This design comes from an exercise in tuning for small area, a short achievable clock period and few clock cycles on the open sky130 flow, not from production work.
Only simulation tests tie the RTL to the original design; equivalence was not proved.
Power figures rest on the tool's default switching activity, not on a simulated workload.

## config.mk

```make
export PLATFORM = sky130hd
export DESIGN_NAME = dshot_core
export DESIGN_NICKNAME = dshot_core
export VERILOG_FILES = /design/flow/design.v
export SDC_FILE = /design/flow/constraint.sdc
export NUM_CORES = 4
export LEC_CHECK = 0
export CAP_MARGIN = 20
export CORE_MARGIN = 2
export CORE_UTILIZATION = 70
export CTS_CLUSTER_DIAMETER = 100
export CTS_CLUSTER_SIZE = 24
export PLACE_DENSITY = 0.85
export SLEW_MARGIN = 20
```

## constraint.sdc

```tcl
create_clock -name core_clock -period 14.0 [get_ports {clk}]
set_input_delay 2.8000 -clock core_clock [delete_from_list [all_inputs] [get_ports {clk}]]
set_output_delay 2.8000 -clock core_clock [all_outputs]
set_load 0.01 [all_outputs]
```

## design.v

```verilog
module dshot_core (
  input  wire         clk,
  input  wire         rst,
  input  wire         cmd_valid,
  output wire         cmd_ready,
  input  wire [39:0]  cmd,
  output reg          rdata_valid,
  output reg  [31:0]  rdata,
  output reg          ev_valid,
  output reg  [146:0] ev
);
  localparam [3:0] OP_CFGW   = 4'h1;
  localparam [3:0] OP_CFGR   = 4'h2;
  localparam [3:0] OP_START  = 4'h3;
  localparam [3:0] OP_SAMPLE = 4'h4;
  localparam [3:0] OP_END    = 4'h5;
  localparam [1:0] RUN_IDLE      = 2'b00;
  localparam [1:0] RUN_RUNNING   = 2'b01;
  localparam [1:0] RUN_FAULTED   = 2'b10;
  localparam [1:0] RUN_EXHAUSTED = 2'b11;
  localparam [1:0] BX_IDLE    = 2'b00;
  localparam [1:0] BX_STARTED = 2'b01;
  localparam [1:0] BX_BOUNDED = 2'b10;
  localparam [19:0] DIV5 = 20'd390625;    
  reg         ctrl_bidir;
  reg  [1:0]  ctrl_rate;
  reg  [31:0] samplerate;
  reg         sr_set;       
  reg  [63:0] idxbase;
  reg         base_lo_set, base_hi_set;
  reg  [1:0]  run;
  reg  [1:0]  fault;
  reg  [14:0] period;       
  reg         pt_set;       
  reg         rdy;
  reg         q_cfgr, q_start, q_sample, q_end;
  reg  [6:0]  q_rsel;       
  reg         q_s;
  reg         prev_valid;
  reg         prev;
  reg  [1:0]  iq;           
  reg  [14:0] ir;
  reg  [63:0] idx;
  reg  [1:0]  bx;
  reg         fs_load;      
  reg  [1:0]  dq;           
  reg  [14:0] dr;
  reg         dlong;        
  reg  [14:0] kcnt;         
  reg         k_done;
  reg         ln_load;      
  reg  [15:0] shift;
  reg  [4:0]  bcnt;
  reg  [63:0] first_start;
  reg  [63:0] nib_start;
  reg         e_bit;        
  reg         e_fin;        
  reg         e_l16;        
  reg         e_bidir;      
  reg         e_2;          
  reg         e_3;          
  reg         e_4;          
  reg         dv;
  reg         sr_nz;        
  wire [3:0]  op   = cmd[39:36];
  wire [3:0]  addr = cmd[35:32];
  wire [31:0] data = cmd[31:0];
  assign cmd_ready = rdy;
  wire accept  = cmd_valid && rdy;
  wire running = (run == RUN_RUNNING);
  wire run_after = running && !q_end;
  wire cfgw_ok = accept && (op == OP_CFGW) && !run_after;
  wire        smp     = q_sample && running;
  wire        ref_smp = smp && !prev_valid;
  wire        act_smp = smp && prev_valid;
  wire [63:0] inc_c;
  wire [8:0]  inc_bc;
  assign inc_bc[0] = 1'b1;
  genvar gb, gi;
  generate
    for (gb = 0; gb < 8; gb = gb + 1) begin : g_inc
      wire [8:0] ic;
      assign ic[0] = 1'b1;
      assign inc_bc[gb+1] = inc_bc[gb] & (&idx[8*gb+7:8*gb]);
      for (gi = 0; gi < 8; gi = gi + 1) begin : g_bit
        assign ic[gi+1] = ic[gi] & idx[8*gb+gi];
        assign inc_c[8*gb+gi] = inc_bc[gb] & ic[gi];
      end
    end
  endgenerate
  wire [63:0] smp_idx = idx ^ inc_c;
  wire [14:0] ir_n    = ir + 15'd1;
  wire        ir_top  = (ir == period);
  wire        edge_d  = prev ^ q_s;
  wire        tmo     = !edge_d && (iq == 2'd2) && ir_top;
  wire        e_start = edge_d && (q_s ^ ctrl_bidir);
  wire        e_end   = edge_d && !(q_s ^ ctrl_bidir);
  wire [14:0] kcnt_n  = kcnt + 15'd1;
  wire        bounded  = (bx == BX_BOUNDED);
  wire        do_next  = act_smp && bounded && e_start;
  wire        do_final = act_smp && bounded && tmo;
  wire        do_bit   = do_next || do_final;
  wire        val_next  = dlong || ({dq, dr} > {iq, ir});
  wire        val_final = dlong || (dq != 2'd0) || ({dr, 1'b0} > {1'b0, period});
  wire        bit_val   = do_final ? val_final : val_next;
  wire [4:0]  bcnt_n  = (bcnt == 5'd31) ? 5'd31 : bcnt + 5'd1;
  wire [15:0] shift_n = {shift[14:0], bit_val};
  function [3:0] fold_exp(input [15:0] f, input bidir);
    fold_exp = (f[15:12] ^ f[11:8] ^ f[7:4]) ^ {4{bidir}};
  endfunction
  wire        bad_n   = (fold_exp(shift_n, ctrl_bidir) != shift_n[3:0]);
  wire        bad_now = (fold_exp(shift, e_bidir) != shift[3:0]);
  reg [9:0] rate_m;
  always @(*) begin
    case (ctrl_rate)
      2'b00:   rate_m = 10'd667;
      2'b01:   rate_m = 10'd333;
      2'b10:   rate_m = 10'd167;
      default: rate_m = 10'd83;
    endcase
  end
  wire [41:0] w        = first_start[41:0];
  wire [6:0]  dv_cnt   = ir[6:0];                     
  wire        dv_mul   = (dv_cnt[6:5] == 2'b00);        
  wire        dv_div   = (dv_cnt[6:5] == 2'b01) && (dv_cnt[4:0] < 5'd15);    
  wire        dv_last  = (dv_cnt == 7'd47);             
  wire [10:0] mul_sum  = {1'b0, w[41:32]} + (w[0] ? {1'b0, rate_m} : 11'd0);
  wire [19:0] div_tr   = {w[41:23], w[22]};
  wire [20:0] div_df   = {1'b0, div_tr} - {1'b0, DIV5};
  wire        div_ge   = !div_df[20];
  wire [18:0] div_r    = div_ge ? div_df[18:0] : div_tr[18:0];
  wire [14:0] n_res    = w[22:8];
  wire [31:0] status_word = {17'd0, bcnt, bx, 2'b00, fault, 2'b00, run};
  wire [16:0] t_a = {1'b0, period, 1'b0};
  wire [16:0] t_b = {2'd0, period};
  wire [16:0] t_g = t_a & t_b;
  wire [16:0] t_p = t_a ^ t_b;
  wire [17:0] t_c;
  wire [4:0]  t_bg, t_bp;
  assign t_c[0] = 1'b0;
  genvar gk, gm;
  generate
    for (gk = 0; gk < 5; gk = gk + 1) begin : g_tb
      localparam integer LO = 4 * gk;
      localparam integer HI = (4 * gk + 3 > 16) ? 16 : 4 * gk + 3;
      wire [HI-LO+1:0] cg;
      assign cg[0] = 1'b0;
      for (gm = LO; gm <= HI; gm = gm + 1) begin : g_bg
        assign cg[gm-LO+1] = t_g[gm] | (t_p[gm] & cg[gm-LO]);
      end
      assign t_bg[gk] = cg[HI-LO+1];
      assign t_bp[gk] = &t_p[HI:LO];
      for (gm = LO; gm <= HI; gm = gm + 1) begin : g_bc
        if (gm > LO) assign t_c[gm] = t_g[gm-1] | (t_p[gm-1] & t_c[gm-1]);
      end
      if (gk > 0) assign t_c[LO] = t_bg[gk-1] | (t_bp[gk-1] & t_c[LO-4]);
    end
  endgenerate
  wire [16:0] timeout_v = t_p ^ t_c[16:0];
  wire        n_bit = do_bit;
  wire        n_2   = e_bit && e_fin;
  wire        n_3   = e_2 && e_l16;
  wire        n_4   = e_3 && bad_now;
  wire        is_cmd = (shift[15:5] < 11'd48);
  wire        bcnt_zero = (bcnt == 5'd0);
  reg  [18:0] ev_lo;
  always @(*) begin
    if (n_bit)
      ev_lo = {3'd0, 15'd0, bit_val};
    else if (n_2 && e_l16)
      ev_lo = {(is_cmd ? 3'd1 : 3'd2), 5'd0, shift[15:5]};
    else if (n_2)
      ev_lo = {3'd4, 16'd1};
    else if (n_3)
      ev_lo = {3'd3, 8'd0, fold_exp(shift, e_bidir), shift[3:0]};
    else
      ev_lo = {3'd4, 16'd2};
  end
  always @(posedge clk) begin
    rdata <= ({32{q_rsel[0]}} & {29'd0, ctrl_rate, ctrl_bidir})
           | ({32{q_rsel[1]}} & samplerate)
           | ({32{q_rsel[2]}} & status_word)
           | ({32{q_rsel[3]}} & {17'd0, period})
           | ({32{q_rsel[4]}} & {15'd0, timeout_v})
           | ({32{q_rsel[5]}} & idxbase[31:0])
           | ({32{q_rsel[6]}} & idxbase[63:32]);
    if (n_bit || n_2 || n_3)
      ev[146:83] <= ({64{(n_bit && bcnt_zero) || n_2}} & first_start)
                  | ({64{(n_bit && !bcnt_zero) || n_3}} & ev[82:19]);
    else if (ln_load && !n_4)
      ev[146:83] <= idx;     
    if (n_bit || (n_2 && e_l16) || n_3)
      ev[82:19] <= ({64{do_next}} & smp_idx) | ({64{do_final}} & ev[146:83])
                 | ({64{n_2 || n_3}} & nib_start);
    ev[18:0]   <= ev_lo;
    if (rst) begin
      rdata_valid <= 1'b0;
      ev_valid    <= 1'b0;
    end else begin
      rdata_valid <= q_cfgr;
      ev_valid    <= n_bit || n_2 || n_3 || n_4;
    end
  end
  always @(posedge clk) begin
    if (rst) begin
      ctrl_bidir  <= 1'b0;
      ctrl_rate   <= 2'b00;
      sr_set      <= 1'b0;
      base_lo_set <= 1'b0;
      base_hi_set <= 1'b0;
      run         <= RUN_IDLE;
      fault       <= 2'd0;
      pt_set      <= 1'b0;
      rdy         <= 1'b1;
      q_cfgr      <= 1'b0;
      q_start     <= 1'b0;
      q_sample    <= 1'b0;
      q_end       <= 1'b0;
      prev_valid  <= 1'b0;
      bx          <= BX_IDLE;
      fs_load     <= 1'b0;
      k_done      <= 1'b1;
      ln_load     <= 1'b0;
      bcnt        <= 5'd0;
      e_bit       <= 1'b0;
      e_2         <= 1'b0;
      e_3         <= 1'b0;
      e_4         <= 1'b0;
      dv          <= 1'b0;
    end else begin
      q_cfgr   <= accept && (op == OP_CFGR);
      q_start  <= accept && (op == OP_START);
      q_sample <= accept && (op == OP_SAMPLE);
      q_end    <= accept && (op == OP_END);
      if (cfgw_ok) begin
        case (addr)
          4'h0: begin ctrl_bidir <= data[0]; ctrl_rate <= data[2:1]; end
          4'h1: sr_set      <= 1'b1;
          4'h5: base_lo_set <= 1'b1;
          4'h6: base_hi_set <= 1'b1;
          default: ;
        endcase
      end
      rdy <= 1'b1;
      if (accept && (op == OP_START)) rdy <= 1'b0;
      if (q_end && running) run <= RUN_EXHAUSTED;
      fs_load <= 1'b0;
      ln_load <= 1'b0;
      if (q_start && !running) begin
        prev_valid <= 1'b0;
        bx         <= BX_IDLE;
        k_done     <= 1'b1;
        bcnt       <= 5'd0;
        if (!sr_set) begin
          pt_set <= 1'b0;
          fault  <= 2'd1;
          run    <= RUN_FAULTED;
        end else begin
          dv     <= 1'b1;
          rdy    <= 1'b0;
        end
      end
      if (dv) begin
        rdy <= dv_last;
        if (dv_last) begin
          dv <= 1'b0;
          if (!sr_nz) begin
            pt_set <= 1'b0;
            fault  <= 2'd1;
            run    <= RUN_FAULTED;
          end else if (n_res == 15'd0) begin
            pt_set <= 1'b0;
            fault  <= 2'd2;
            run    <= RUN_FAULTED;
          end else begin
            pt_set <= 1'b1;
            fault  <= 2'd0;
            run    <= RUN_RUNNING;
          end
        end
      end
      if (ref_smp) begin
        prev_valid <= 1'b1;
      end else if (act_smp) begin
        if (!k_done && (kcnt == period)) begin
          k_done  <= 1'b1;
          ln_load <= 1'b1;
        end
        case (bx)
          BX_IDLE: begin
            if (e_start) begin
              bx      <= BX_STARTED;
              fs_load <= 1'b1;
              k_done  <= 1'b0;
            end
          end
          BX_STARTED: begin
            if (e_end) bx <= BX_BOUNDED;
          end
          BX_BOUNDED: begin
            if (e_start) begin
              bx      <= BX_STARTED;
              k_done  <= 1'b0;
              ln_load <= 1'b0;
            end else if (tmo) begin
              bx <= BX_IDLE;
            end
          end
          default: ;
        endcase
      end
      if (do_bit) begin
        bcnt <= do_final ? 5'd0 : bcnt_n;
        if (do_final && (bcnt_n == 5'd16) && bad_n) rdy <= 1'b0;
      end
      e_bit <= do_bit;
      e_2   <= e_bit && e_fin;
      e_3   <= e_2 && e_l16;
      e_4   <= e_3 && bad_now;
    end
  end
  always @(posedge clk) begin
    q_rsel[0] <= accept && (op == OP_CFGR) && (addr == 4'h0);
    q_rsel[1] <= accept && (op == OP_CFGR) && (addr == 4'h1) && sr_set;
    q_rsel[2] <= accept && (op == OP_CFGR) && (addr == 4'h2);
    q_rsel[3] <= accept && (op == OP_CFGR) && (addr == 4'h3) && pt_set;
    q_rsel[4] <= accept && (op == OP_CFGR) && (addr == 4'h4) && pt_set;
    q_rsel[5] <= accept && (op == OP_CFGR) && (addr == 4'h5) && base_lo_set;
    q_rsel[6] <= accept && (op == OP_CFGR) && (addr == 4'h6) && base_hi_set;
    q_s       <= data[0];
    if (cfgw_ok) begin
      case (addr)
        4'h1: samplerate     <= data;
        4'h5: idxbase[31:0]  <= data;
        4'h6: idxbase[63:32] <= data;
        default: ;
      endcase
    end
    if (fs_load) first_start <= idx;
    if (q_start && !running && sr_set) begin
      first_start[41:0] <= {10'd0, samplerate};
      sr_nz <= 1'b0;
      ir    <= 15'd0;
    end
    if (dv) begin
      ir <= ir_n;
      if (dv_mul) begin
        first_start[41:0] <= {mul_sum, w[31:1]};
        sr_nz <= sr_nz | w[0];
      end
      if (dv_div) begin
        first_start[41:23] <= div_r;
        first_start[22:8]  <= {w[21:8], div_ge};
      end
      if (dv_last) period <= n_res;
    end
    if (ref_smp) begin
      prev <= q_s;
      idx  <= {base_hi_set ? idxbase[63:32] : 32'd0, base_lo_set ? idxbase[31:0] : 32'd0};
      iq   <= 2'd0;
      ir   <= 15'd1;
    end else if (act_smp) begin
      prev <= q_s;
      idx  <= smp_idx;
      if (edge_d || tmo) begin
        iq <= 2'd0;
        ir <= 15'd1;
      end else if (ir_top) begin
        iq <= iq + 2'd1;
        ir <= 15'd1;
      end else begin
        ir <= ir_n;
      end
      if (!k_done) kcnt <= kcnt_n;
      if (e_start && ((bx == BX_IDLE) || bounded)) begin
        dlong <= 1'b0;
        kcnt  <= 15'd1;
      end
      if (bx == BX_STARTED) begin
        if (e_end) begin
          dq <= iq;
          dr <= ir;
        end else if (tmo) begin
          dlong <= 1'b1;
        end
      end
    end
    if (do_bit) begin
      shift <= shift_n;
      if (bcnt == 5'd12) nib_start <= ev[82:19];    
    end
    if (n_2 && e_l16) begin
      nib_start <= ev[82:19];                         
    end
    e_fin <= do_final;
    if (do_final) begin
      e_l16   <= (bcnt_n == 5'd16);
      e_bidir <= ctrl_bidir;
    end
  end
endmodule
```

## flow/run.sh

```bash
#!/bin/bash
# Standard ORFS layout, with timing repair aiming well below the clock period and
# plain buf_2 cells for the port buffers.
bash standard.sh SETUP_SLACK_MARGIN=10 TNS_END_PERCENT=100 "BUFFER_PORTS_ARGS=-buffer_cell sky130_fd_sc_hd__buf_2" finish > standard.log 2>&1
```

## standard.sh

```bash
#!/bin/bash
# synth_recipe.tcl (not shown) runs the flow's synth.tcl, then flattens the netlist and writes it again
# the make line also repeats each setting of config.mk as NAME=value (left out here)
make -C /OpenROAD-flow-scripts/flow DESIGN_CONFIG=/design/flow/config.mk WORK_HOME=/design/flow/orfs CLKGATE_MAP_FILE= SYNTH_SCRIPT=/design/flow/synth_recipe.tcl "${@:-finish}"
```

==> run summary, run 1 <==
outcome no timing/DRC/antenna violations; DRT iter0 DRCs 3464; Max H-tree Level 1; clock sink count 589; Die Wd between 150 and 200 um; Routed Antenna Nets 0; CTS Hold Bufs 0; Required @ worst endpoint 11.20 ns; Hold Crit Depth 0; max cap viols 0; number of enable flip-flop cells after synthesis 441; total wire length 78400 um; CP startpoint kind flop; slowest stage delay, CP 0.50 ns; Synth Register Bits slightly below 600; Vias 21100; vias in the first global route about 20000; placed cell area approximately 28000 um2; nets 2660; Max-slew headroom 22.3%; die area 40000 um2; DR vias/cell approximately 6.9; delay-heaviest family, CP flip-flops; Crit Path Category reg -> out; Crit path depth 1; Register Area 16200 um2; Core Footprint 37800 um2; hpwl dp 51000 um; f_max 243 MHz; num ports between 200 and 250; gr ovfl total 0; Worst Path Arrival 1.31 ns; Routability Congestion 0.992; fin. max-slew vios 0; # setup viols final 0; Min Hold Slack 0.439 ns; initial antenna violation count 1; Hold Path Class reg -> reg; Slew @ Worst Pin 1.17 ns; first-pass GRT wire length 116000 um; Slowest-stage cell, CP edfxtp_1; Max Clock Skew 0.0189 ns; port buffer count around 220; dominant synthesized flop cell edfxtp_1; Ys Warns 1; Critical Path Fanout Max 2; area delta synth->final 12.1%; residual DRC count 0; Ant. Diodes 0; area occupied by multi-input gates 9690 um2; Worst VDD drop between 100 and 150 uV; largest net degree at the start of global routing 73; Total Neg Setup Slack 0 ns; Clock Path Buffers 3; CTS Buf Count 28; Die Span Y 200 um; Async SR Flop Fraction 0%; commonest non-fill, non-tap cells in the layout 441 x edfxtp_1, 209 x buf_2, 174 x nand2_1, 169 x a21oi_1, 145 x dfxtp_1; leakage 11.9 nW; leading cell type in the layout, fill and taps excluded edfxtp_1; CTS tree done; top cell type's share of synthesized area 49.3%; area of the mapped netlist 26900 um2; worst r2r path cells 18; Clk Latency, worst-skew pair between 0.6 and 0.7 ns; synth top area cells edfxtp_1 49%, dfxtp_1 11%, ha_1 3.6%; filler instances around 2300; layout cells sized above 1 between 15 and 20%; Tmin final 4.11 ns; drt wl/cell 25.6 um; power per cell area about 96 nW/um2; clk root buf clkbuf_16; fin area about 30000 um2; fin crit share 29.4%; Worst-path clk slew 0.10 ns; GRT Overall Usage 38.5%; CP bufs+invs 1; RSZ-0062 raised after global routing yes; DR pass1 iterations 12; final hold vios 0; Worst setup EP type output pin; Synth cell types 75; CP Cell Sequence buf_2; Initial Utilization 71.2%; Synth Instances 2271; leading area contributor after synthesis edfxtp_1; Syn Area/Cell 11.8 um2; sequential cell area fraction in the yosys report between 60 and 70%; Cell Rows 71
==> sequential cells by signal, indices dropped and copies added (netlist names), 16 cells and up <==
register	count
ev	142
first_start	64
idx	64
idxbase	64
nib_start	64
rdata	32
samplerate	32
shift	16
==> timing repair <==
| item | CTS | global route |
|---|---|---|
| endpoints found under the setup margin | 143 | 177 |
| pin swaps | 2 | 2 |
| cloned | 1 | 0 |
| gates resized for setup | 3 | 14 |
| endpoints found under the hold margin | 0 | 0 |
| setup buffers | 67 | 43 |
==> synth_stat cells (3+ instances only) <==
cell and count:
buf_6 6, xor2_1 61, o221ai_1 7, and3_1 38, nand3b_1 3, a21o_1 5
nor4b_1 4, clkbuf_1 93, nand3_1 66, nand4_1 20, edfxtp_1 441, o21ai_1 10
xnor2_1 74, buf_1 7, o21a_1 5, a22oi_1 108, o211a_1 10, a211oi_1 8
nand2_1 181, o211ai_1 6, or3_1 4, buf_4 7, a21oi_1 169, nor3_1 39
nor2b_1 16, fa_1 12, o22ai_1 14, nor4_1 19, ha_1 77, a41oi_1 3
nand4b_1 4, buf_2 20, a222oi_1 86, dfxtp_1 148, inv_1 145, mux2i_1 51
nor2_1 109, o21ai_0 101, a221o_1 13, and4_1 5, a31oi_1 6, and2_1 19
nand2b_1 13
==> layer usage <==
metal | share of wire (%) | global-route usage [%]
met1 | 36 | 53.3
met2 | 45 | 60.0
met3 | 14 | 8.84
met4 | 4.3 | 15.0
met5 | 0.010 | 0
==> report_power, final <==
group	total [mW]	switching [mW]	leakage [nW]	internal (mW)
Combinational	0.0739	0.0423	6.01	0.0316
Clock	0.926	0.534	0.388	0.393
Sequential	1.89	0.0253	5.53	1.87
==> path summary, 6_finish.rpt <==
check / from / endpoint / slack (ns)
min reg2reg: iq[0] / dq[0] / 0.44
max: ev[27] / ev[27] / 9.89
min: iq[0] / dq[0] / 0.44
max reg2reg: period[1] / rdata[14] / 10.12
==> cell type report <==
type	count	area share, %
Clock buffer	49	2.66
Sequential cell	589	53.8
Tap cell	511	2.12
Clock inverter	1	0.0540
Multi-Input combinational cell	1408	32.2
Inverter	146	1.83
Timing Repair Buffer	355	7.36
==> cell families (layout without fill, tap and decap cells) <==
logic type / after synthesis / in the layout / share of synthesized area [%]
compound gates: 570 / 570 / 14.4
xor+xnor: 135 / 135 / 4.40
fa+ha+maj: 89 / 89 / 4.48
buf+inv: 279 / 551 / 4.26
flops: 589 / 589 / 60.3
mux: 51 / 51 / 1.90
other cells: 1 / 5 / 0.0140
simple gates: 557 / 558 / 10.3
==> stage by stage <==
stage / setup WS, ns / utilization, % / std cells / power, mW
2_1_floorplan: 9.61 / - / 2275 / 1.97
3_3_place_gp: 9.05 / 75.1 / 2898 / 2.00
3_5_place_dp: 8.93 / 75.1 / 2898 / 2.00
4_1_cts: 9.94 / 78.7 / 3016 / 2.88
5_1_grt: 9.89 / 79.8 / 3059 / 2.95
6_report: 9.89 / 79.8 / 3059 / 2.89
Testbench counts, summed over its fixed seeds: cycles 40,723.
==> run 2: changes to the inputs <==
--- a/config.mk
+++ b/config.mk
@@ -9,6 +9,6 @@
 export CORE_MARGIN = 2
-export CORE_UTILIZATION = 70
+export CORE_UTILIZATION = 60
 export CTS_CLUSTER_DIAMETER = 100
 export CTS_CLUSTER_SIZE = 24
-export PLACE_DENSITY = 0.85
+export PLACE_DENSITY = 0.75
 export SLEW_MARGIN = 20
==> run summary, run 2 <==
count leader, synth edfxtp_1; Synth cell types 75; Worst VDD drop 84.3 uV; PnR Total Power 2.90 mW; Ys Warns 1; Routability Congestion around 0.96; Ant. Diodes 0; CP startpoint kind flop; Synth Register Bits approximately 590; crit path from ev[35]; worst flop-to-flop path endpoint rdata[14]; clk root buf clkbuf_16; CP bufs+invs 1; Max-slew headroom a little over a quarter; Crit Path Category reg -> out; area delta synth->final 12.5%; dominant synthesized flop cell edfxtp_1; R2R Path Start period[1]; DRT iter0 DRCs ~3500; power per cell area 96.0 nW/um2; GRT Overall Usage 32.9%; Clk Latency, worst-skew pair 0.61 ns; num ports 225; outcome no timing/DRC/antenna violations; PnR worst setup slack 9.92 ns; die area 46500 um2; delay-heaviest family, CP flip-flops; number of enable flip-flop cells after synthesis 441; fin. max-slew vios 0; Worst-path clk slew 0.10 ns; Cell Rows 77; CTS Buf Count 28; DR vias/cell 6.57; Worst setup EP type output pin; final hold vios 0; Tmin final 4.08 ns; Worst Path Arrival 1.28 ns; vias in the first global route 19400; leading area contributor after synthesis edfxtp_1; area of the mapped netlist 26900 um2; fin crit share 29.1%; leading cell type in the layout, fill and taps excluded edfxtp_1; DR pass1 iterations 14; max cap viols 0; Max H-tree Level 1; Routed Antenna Nets 0; port buffer count 219; Hold Path Class reg -> reg; synth top area cells edfxtp_1 49%, dfxtp_1 11%, ha_1 3.6%; Required @ worst endpoint around 11 ns; max reg flops 142; Slew @ Worst Pin about 1.1 ns; # setup viols final 0; Synth Instances ~2300; top cell type's share of synthesized area between 40% and 50%; nets 2660; R2R Setup Slk approximately 10 ns; clock sink count 589; Total Neg Setup Slack 0 ns; f_max 245 MHz; Vias 20600; Die Wd 216 um; first-pass GRT wire length ~120000 um; worst slack, placed 9.01 ns; simple-gate portion of the synthesized area ~10%; largest net degree at the start of global routing slightly below 70; RSZ-0062 raised after global routing yes; commonest non-fill, non-tap cells in the layout 441 x edfxtp_1, 208 x buf_2, 177 x nand2_1, 169 x a21oi_1, 145 x dfxtp_1; Biggest register ev; Core Util, Final 68.4%; Initial Utilization 60.8%; Crit path depth 1; sequential cell area fraction in the yosys report 60.3%; CP Cell Sequence buf_2; Core Footprint 44200 um2; initial antenna violation count 0; CTS tree done; hpwl dp 52300 um; largest family of logic cells by synthesized area compound AO/OA/AOI/OAI gates; Critical Path Fanout Max 3; total wire length 78900 um; Max Clock Skew 0.0249 ns; Synth Area in Compound Gates 14.4%; Post-synth top cells 441 x edfxtp_1, 181 x nand2_1, 169 x a21oi_1; Clock Path Buffers 3; Async SR Flop Fraction 0%; gr ovfl total 0; slowest stage delay, CP ~0.49 ns; CP endpoint ev[35]; worst r2r path cells 18; drt wl/cell 25.1 um; multiplexer share of the synthesized area 1.90%; XOR/XNOR share of the synthesized area ~4.4%; Syn Area/Cell 11.8 um2; layout cells sized above 1 roughly 17%; filler instances 3285; Slowest-stage cell, CP edfxtp_1; Die Span Y 216 um; residual DRC count 0; Adder-Cell Fraction of Synth Area 4.48%; leakage 11.9 nW
run 2: stage by stage:
stage | area [um2] | instances | hold slack (ns)
after floorplan | 27000 | 2275 | 0.403
after global placement | 28400 | 2976 | 0.413
after detailed placement | 28400 | 2976 | 0.427
after CTS | 29900 | 3101 | 0.451
after global routing | 30300 | 3142 | 0.462
final | 30300 | 3142 | 0.450
run 2: final cells by class:
| type | count | area (um2) | share of cell area (%) |
|---|---|---|---|
| multi-input cells | 1409 | 9720 | 32.1 |
| repair buffers | 354 | 2200 | 7.28 |
| clock inverters | 1 | 16.3 | 0.0538 |
| inverters | 146 | 551 | 1.82 |
| flip-flops and latches | 589 | 16200 | 53.6 |
| well taps | 592 | 741 | 2.45 |
| clock buffers | 51 | 808 | 2.67 |
run 2: repair_timing:
action | CTS | global route
hold endpoints to repair | 0 | 0
pin swaps | 2 | 4
gates cloned | 1 | 1
endpoints found under the setup margin | 213 | 192
hold buffers | 0 | 0
resized for setup | 5 | 17
buffers inserted | 72 | 40
run 2: logic make-up after synthesis:
kind of cell,Yosys count
DFF,589
AOI/OAI and AO/OA,570
and+or+nand+nor,557
buffers and inverters,279
xor gates and xnor gates,135
adders and majority gates,89
muxes,51
other,1
run 2: report_power, final:
part           leakage (nW)  switching (mW)  total (mW)  internal [mW]
clock network         0.390           0.543       0.938          0.395
registers              5.53          0.0263        1.89           1.87
logic                  6.00          0.0413      0.0728         0.0315
run 2: worst min-delay path by stage:
stage / slack [ns] / end / start / cells past startpoint
floorplan: 0.40 / dr[12] / ir[12] / 0
global placement: 0.41 / dq[0] / iq[0] / 0
detailed placement: 0.43 / dq[0] / iq[0] / 0
CTS: 0.45 / dq[0] / iq[0] / 0
global route: 0.46 / dq[0] / iq[0] / 0
finish: 0.45 / dq[0] / iq[0] / 0
run 2: routing by layer:
metal	wire (um)	part of all wire [%]	global-route usage (%)
met3	9520	12	4.21
met4	2470	3.1	11.3
met5	0	0	0
met1	30800	39	48.3
met2	36100	46	51.0
==> run 3: changes to the inputs <==
==> flow/run.sh (replaced) <==
#!/bin/bash
# Standard ORFS layout, with timing repair aiming well below the clock period and
# plain buf_2 cells for the port buffers.
bash standard.sh SETUP_SLACK_MARGIN=9.9 TNS_END_PERCENT=100 "BUFFER_PORTS_ARGS=-buffer_cell sky130_fd_sc_hd__buf_2" finish > standard.log 2>&1
==> run summary, run 3 <==
outcome no timing/DRC/antenna violations; combinational share of power 2.5%; top cell type's share of synthesized area 49.3%; Slew @ Worst Pin 1.11 ns; number of enable flip-flop cells after synthesis between 400 and 500; die area 46500 um2; gr ovfl total 0; sequential share of power 65.3%; Worst-path clk slew ~0.1 ns; # setup viols final 0; Tmin final 4.08 ns; leading cell type in the layout, fill and taps excluded edfxtp_1; CTS Hold Bufs 0; drt wl/cell about 25 um; PnR Total Power 2.90 mW; DRT iter0 DRCs 2955; initial antenna violation count 2; Min Hold Slack 0.441 ns; Die Wd 216 um; synth top area cells edfxtp_1 49%, dfxtp_1 11%, ha_1 3.6%; Biggest register ev; Worst Path Arrival 1.28 ns; delay-heaviest family, CP flip-flops; clock sink count 589; Hold Path Class reg -> reg; layout cells sized above 1 13.4%; Total Neg Setup Slack 0 ns; Routability Congestion roughly 0.98; area of the mapped netlist 26900 um2; CTS Buf Count 28; Core Util, Final around two thirds; CP startpoint kind flop; Internal 2.29 mW; met1 Resource Use GR 45.9%; largest net degree at the start of global routing 78; Synth Register Bits 589; Syn Area/Cell 11.8 um2; Initial Utilization between 60% and 70%; placed cell area around 28000 um2; port buffer count ~220; Slowest-stage cell, CP edfxtp_1; sequential cell area fraction in the yosys report between 60% and 70%; GRT Overall Usage 32.2%; final non-filler cell total 3040; Clk Latency, worst-skew pair 0.61 ns; dominant synthesized flop cell edfxtp_1; f_max 245 MHz; leakage 11.4 nW; power per cell area 98.4 nW/um2; M2 GR Usage 50.1%; clk root buf clkbuf_16; hpwl dp 51200 um; slowest stage delay, CP 0.49 ns; CP Cell Sequence buf_2; nets roughly 2600; Max-slew headroom 26.3%; DR pass1 iterations 9; Clock Power Share 32.2%; Critical Path Fanout Max 2; leading area contributor after synthesis edfxtp_1; residual DRC count 0; Routed Antenna Nets 0; final hold vios 0; DR vias/cell approximately 6.6; Die Span Y approximately 220 um; fin. max-slew vios 0; Max H-tree Level 1; Placed Cells about 3000; fin area 29400 um2; Ant. Diodes 0; Worst VDD drop 103 uV; RSZ-0062 raised after global routing yes; Post-synth top cells 441 x edfxtp_1, 181 x nand2_1, 169 x a21oi_1; Vias 20000; CP bufs+invs 1; switch share 20.9%; Required @ worst endpoint 11.20 ns; met3 Track Usage GR 4.76%; CTS tree done; max reg flops about 140; first-pass GRT wire length 115000 um; Max Clock Skew 0.0176 ns; vias in the first global route approximately 19000; Net Switching 604 uW; Async SR Flop Fraction 0%; fin crit share 29.1%; Worst setup EP type output pin; total wire length 76200 um; area delta synth->final 9.44%; Core Footprint 44200 um2; Synth Instances 2271; PnR worst setup slack 9.92 ns; Synth cell types 75; count leader, synth edfxtp_1; Ys Warns 1; Clock Path Buffers 3; commonest non-fill, non-tap cells in the layout 441 x edfxtp_1, 219 x buf_2, 177 x nand2_1, 169 x a21oi_1, 146 x dfxtp_1; filler instances between 3000 and 4000; max cap viols 0; Crit Path Category reg -> out; Cell Rows 77; num ports between 200 and 250; GRT busiest layer met2; worst slack, placed slightly below 9 ns
[run 3: cell counts after synthesis]
Identical to the previous run, type by type.
[run 3: layout make-up]
class	count	area, um2	share of cell area, %
Tap cell	592	741	2.52
Clock inverter	1	16.3	0.0553
Timing Repair Buffer	254	1400	4.75
Sequential cell	589	16200	55.1
Clock buffer	50	805	2.73
Multi-Input combinational cell	1408	9700	33.0
Inverter	146	551	1.87
[run 3: power by group through the flow]
stage | clock (mW) | combinational, mW | sequential [mW]
2_1_floorplan | 0 | 0.0494 | 1.92
3_3_place_gp | 0 | 0.0670 | 1.93
3_5_place_dp | 0 | 0.0697 | 1.93
4_1_cts | 0.938 | 0.0705 | 1.89
5_1_grt | 0.995 | 0.0797 | 1.89
6_report | 0.931 | 0.0719 | 1.89
[run 3: worst paths after layout]
kind	start	endpoint	slack, ns	cells past startpoint
setup / recovery	ev[115]	ev[115]	9.92	1
hold / removal	iq[0]	dq[0]	0.44	0
setup reg to reg	ctrl_bidir	ev[98]	10.07	8
hold reg to reg	iq[0]	dq[0]	0.44	0
[run 3: what timing repair did]
| action | in CTS | in global routing |
|---|---|---|
| gates cloned | 1 | 0 |
| buffers inserted | 4 | 7 |
| endpoints found under the setup margin | 67 | 4 |
| gates resized for setup | 2 | 4 |
| pin swaps | 2 | 3 |
[run 3: cells by family (layout without fill, tap and decap cells)]
| kind of cell | count (synthesis) | count (layout) | share of synthesized area [%] |
|---|---|---|---|
| compound gates | 570 | 570 | 14.4 |
| xor+xnor | 135 | 135 | 4.40 |
| fa+ha+maj | 89 | 89 | 4.48 |
| buf+inv | 279 | 451 | 4.26 |
| flops | 589 | 589 | 60.3 |
| mux | 51 | 51 | 1.90 |
| other cells | 1 | 5 | 0.0140 |
| simple gates | 557 | 558 | 10.3 |
[run 3: worst register-to-register path, stage by stage (launching register included)]
cell,delay [ns]
dfxtp_1,0.52
mux2i_1,0.45
nor4_4,0.05
buf_4,0.26
nor2_8,0.23
inv_4,0.15
nor2_4,0.12
buf_4,0.68
nand2_4,0.80
[run 3: metal layers]
| metal | part of all wire [%] | wire, um |
|---|---|---|
| met1 | 40 | 30700 |
| met5 | 0 | 0 |
| met4 | 4.1 | 3140 |
| met2 | 45 | 34300 |
| met3 | 10 | 7990 |

-- afterwards: timing with drivers on the ports --
How much do the figures lean on ideal ports? The routed layouts below were timed once more, with nothing changed but the port constraints.
Step 1 sets driving cells, clkbuf_16 on the clock port and buf_2 on the other inputs (assumed; they add their load-dependent delay and slew).
Step 2 times the ports against the registers' clock, not the clock port: input delays grow and output delays shrink by t, the midpoint of the rising clock arrivals with the driver on.
a / b / c = no drivers / after step 1 / after step 2; a / b = the first two.
| run | t, ns | setup WS [ns] | pins driven straight from the clock port |
|---|---|---|---|
| run 1 | 0.659 | 9.890 / 9.831 / 9.336 | 1 |
| run 2 | 0.659 | 9.922 / 9.861 / 9.399 | 1 |
| run 3 | 0.661 | 9.921 / 9.861 / 9.390 | 1 |
After both steps every run listed still meets setup and hold. For run 1, which loses most, drivers alone change the setup slack by -0.059 ns; drivers and shift together by -0.554 ns.
